Background: an optimization exercise with open tools, aiming at small area, a short achievable clock period and few clock cycles per item. Do not read the settings as production practice. The RTL was checked by simulation tests, not by an equivalence proof against the original design. No activity file was given, so power comes from the tool's default toggle rates.

==> inputs of branch xenon <==
==> flow/design.v (excerpt) <==
module hamming_codec (
    input  wire         clk,
    input  wire         rst,         
    input  wire         in_valid,
    output wire         in_ready,
    input  wire         in_op,       
    input  wire [3:0]   in_r,        
    input  wire [254:0] in_word,
    output reg          out_valid,
    input  wire         out_ready,
    output wire [254:0] out_word,
    output reg          out_err      
);
    wire dec = in_op;
    reg  [8:2] sel;                  
    always @(*) begin
        sel = 7'd0;
        case (in_r)
            4'd2: sel[2] = 1'b1;
            4'd3: sel[3] = 1'b1;
            4'd4: sel[4] = 1'b1;
            4'd5: sel[5] = 1'b1;
            4'd6: sel[6] = 1'b1;
            4'd7: sel[7] = 1'b1;
            4'd8: sel[8] = 1'b1;
            default: ;
        endcase
    end
    wire bad_r = ~|sel;
    wire [1:0] p2;
    wire [2:0] p3;
    wire [3:0] p4;
    wire [4:0] p5;
    wire [5:0] p6;
    wire [6:0] p7;
    wire [7:0] p8;
    assign p2[1] = ^(in_word & 255'h1);
    assign p2[0] = ^(in_word & 255'h1);
    assign p3[2] = ^(in_word & 255'h7);
    assign p3[1] = ^(in_word & 255'hb);
    assign p3[0] = ^(in_word & 255'hd);
    assign p4[3] = ^(in_word & 255'hef);
    assign p4[2] = ^(in_word & 255'h337);
    assign p4[1] = ^(in_word & 255'h55b);
    assign p4[0] = ^(in_word & 255'h69d);
    assign p5[4] = ^(in_word & 255'hf0fdf);
    assign p5[3] = ^(in_word & 255'h7171ef);
    assign p5[2] = ^(in_word & 255'h192b677);
    assign p5[1] = ^(in_word & 255'h2a4dabb);
    assign p5[0] = ^(in_word & 255'h348ed3d);
    assign p6[5] = ^(in_word & 255'h7c00ffc1ffbf);
    assign p6[4] = ^(in_word & 255'h7843f03de1fdf);
    assign p6[3] = ^(in_word & 255'h3889c71c6ee3ef);
    assign p6[2] = ^(in_word & 255'hc912d964b76cf7);
    assign p6[1] = ^(in_word & 255'h152236aa93bb57b);
    assign p6[0] = ^(in_word & 255'h1a443b4d23dda7d);
    assign p7[6] = ^(in_word & 255'h1f800007fff0001ffffe07fff7f);
    assign p7[5] = ^(in_word & 255'h3e0801ff801f07fe007fef83ffbf);
    assign p7[4] = ^(in_word & 255'h3c2107e0781e1787e1f81f7bc3fdf);
    assign p7[3] = ^(in_word & 255'h1c44238e388e22bb8ee38e3bddc7ef);
    assign p7[2] = ^(in_word & 255'h648845b2c93244ddb36cb25deed9f7);
    assign p7[1] = ^(in_word & 255'ha91086d5525488eed5b5549ef76afb);
  ...
Settings: LEC_CHECK=0, CAP_MARGIN=20, CORE_MARGIN=2, CORE_UTILIZATION=35, PLACE_DENSITY=0.55, SETUP_SLACK_MARGIN=3.0, SLEW_MARGIN=20; clock period 8.0 ns.
standard.sh (not shown) runs the stock make flow with config.mk's settings and CLKGATE_MAP_FILE= SYNTH_SCRIPT=/design/flow/synth_recipe.tcl, a recipe that flattens the netlist after the stock synthesis.
==> flow/flow/run.sh <==
#!/bin/bash
# The standard layout, with every port buffered by the smallest plain buffer
# (sky130_fd_sc_hd__buf_1) instead of the default delay-cell buffer; timing
# repair resizes the ones on critical paths.
set -e
export BUFFER_PORTS_ARGS="-buffer_cell sky130_fd_sc_hd__buf_1"
bash standard.sh > standard.log 2>&1
==> branch nickel (differences from branch xenon) <==
Settings changed: CORE_UTILIZATION 35 to 45, PLACE_DENSITY 0.55 to 0.7, SETUP_SLACK_MARGIN 3.0 to 3.5.
==> out/metrics.yaml <==
status: "complete, no violations"
buf_share: 0.0982
p_sw_mw: 3.61
power_frac_seq: 0.215
clock_tree_area_fraction: 0.0322
num_rows: 82
grt_pass1_vias: 19500
fillCellCount: 4655
layout.cells.most_common_list: "xnor2_1 (687), buf_1 (509), nand2_1 (323), edfxtp_1 (272), xor2_1 (230)"
power_sequential_mw: 1.71
wire_length_after_detailed_routing_mm: 120
comb_power_mw: 4.96
grt_max_degree: 165
finalWeightedCongestion: 1.06
grtUsageTotal: 0.439
multi_input_combinational_area_share: 0.533
final_util: 0.541
cp.depth: 8
finalCritPeriodShare: 0.575
[end of results for branch nickel]
==> out/metrics.yaml <==
fillCellCount: 6455
grt_pass1_vias: 19400
grtUsageTotal: 0.364
multi_input_combinational_area_share: 0.523
status: "complete, no violations"
finalCritPeriodShare: 0.644
finalWeightedCongestion: 1.01
final_util: 0.417
power_sequential_mw: 1.74
layout.cells.most_common_list: "xnor2_1 (695), buf_1 (520), nand2_1 (333), edfxtp_1 (272), xor2_1 (233)"
grt_max_degree: 174
[end of results for branch xenon]
Testbench counts of branch xenon, summed over its fixed seeds: cycles 12,008, items 12,000.
Testbench counts of branch nickel, summed over its fixed seeds: cycles 12,008, items 12,000.

* * *

==> inputs of 11-19 <==
Another version of the RTL of hamming_codec (not shown whole).
export LEC_CHECK = 0
export ABC_CLOCK_PERIOD_IN_PS = 3000
export CAP_MARGIN = 20
export CORE_MARGIN = 2
export CORE_UTILIZATION = 35
export PLACE_DENSITY = 0.55
export SETUP_SLACK_MARGIN = 3.0
export SLEW_MARGIN = 20
create_clock -name core_clock -period 8.0 [get_ports {clk}]
==> flow/flow/run.sh <==
#!/bin/bash
# The standard layout, with every port buffered by a plain buffer
# (sky130_fd_sc_hd__buf_2) instead of the default delay-cell buffer.
set -e
export BUFFER_PORTS_ARGS="-buffer_cell sky130_fd_sc_hd__buf_2"
bash standard.sh > standard.log 2>&1
==> 11-22: changes against 11-19 <==
==> flow/run.sh (new file) <==
#!/bin/bash
# synth_recipe.tcl (not shown) runs the flow's synth.tcl, then flattens the netlist and writes it again
# the make line also repeats each setting of config.mk as NAME=value (left out here)
make -C /OpenROAD-flow-scripts/flow DESIGN_CONFIG=/design/flow/config.mk WORK_HOME=/design/flow/orfs CLKGATE_MAP_FILE= SYNTH_SCRIPT=/design/flow/synth_recipe.tcl finish
- ABC_CLOCK_PERIOD_IN_PS: 3000 -> 2500
- CORE_UTILIZATION: 35 -> 50
- PLACE_DENSITY: 0.55 -> 0.65
removed: flow/flow/run.sh
removed: flow/standard.sh
==> notes.md <==
metric                                                                                         11-22                     11-19
End point of the most critical hold path                                                    w_q[234]                 out_valid
Met2 Resource Use GR                                                                           67.6%                     57.7%
Fraction of area in multi-input gates                                                          48.9%                     52.0%
Worst-skew pair later-pin latency                                                            0.59 ns                   0.58 ns
Hold path cells                                                                                    1                         2
Register clock-pin slew on the reported worst setup and hold paths                           0.06 ns                   0.05 ns
Total setup buffers inserted after CTS                                                            33                        24
Number of non-filler instances in the completed layout                                          3330                      3594
CP startpoint                                                                                 s_q[0]                    s_q[5]
Met1 Resource Use GR                                                                           61.9%                     47.9%
Cell area after placement                                                                 0.0292 mm²                0.0270 mm²
Minimum hold slack                                                                           1.00 ns                  0.760 ns
Depth of the CTS H-tree                                                                            1                         2
Result of the run                                                                     finished clean            finished clean
Max stage delay cell, worst path                                    sky130_fd_sc_hd__clkdlybuf4s50_1  sky130_fd_sc_hd__nor2b_1
Register share of total power                                                                  21.2%                     21.1%
Die X                                                                                         221 µm                    263 µm
Area enclosed by the die boundary                                                         0.0486 mm²                0.0691 mm²
Routed met1 length                                                                          41400 µm                  50100 µm
Testbench counts of 11-19, summed over its fixed seeds: cycles 12,008, items 12,000.
Testbench counts of 11-22, summed over its fixed seeds: cycles 12,008, items 12,000.

[afterwards: timing with drivers on the ports]
No port has a modelled driver above. Below, the same layouts with a new extraction and two added sets of constraints.
Step 1 assumes that a clkbuf_16 drives the clock port and a buf_2 every other input.
Step 2 adds t to the input delays and takes it off the output delays; t is the mean of the earliest and latest rising clock arrival at the registers after step 1. Input paths then give back, and output paths get back, about the clock's delay inside the block.
Three values: no drivers, after step 1, after step 2; two values: the first two.
| run | shift t [ns] | setup slack, ns | latest minus earliest clock arrival (ns) | slew at the worst register clock pin (ns) |
|---|---|---|---|---|
| branch xenon | 0.607 | 2.848 / 2.787 / 2.405 | 0.030 / 0.029 | 0.07 / 0.07 |
| branch nickel | 0.638 | 3.403 / 3.349 / 2.801 | 0.024 / 0.024 | 0.07 / 0.07 |
| 11-19 | 0.626 | 3.042 / 2.982 / 2.750 | 0.030 / 0.030 | 0.07 / 0.07 |
| 11-22 | 0.643 | 2.811 / 2.756 / 2.331 | 0.020 / 0.020 | 0.07 / 0.07 |
After both steps setup and hold are still met in every run listed. The setup slack of branch nickel, which loses most, moves by -0.054 ns with the drivers and by -0.602 ns with both steps.
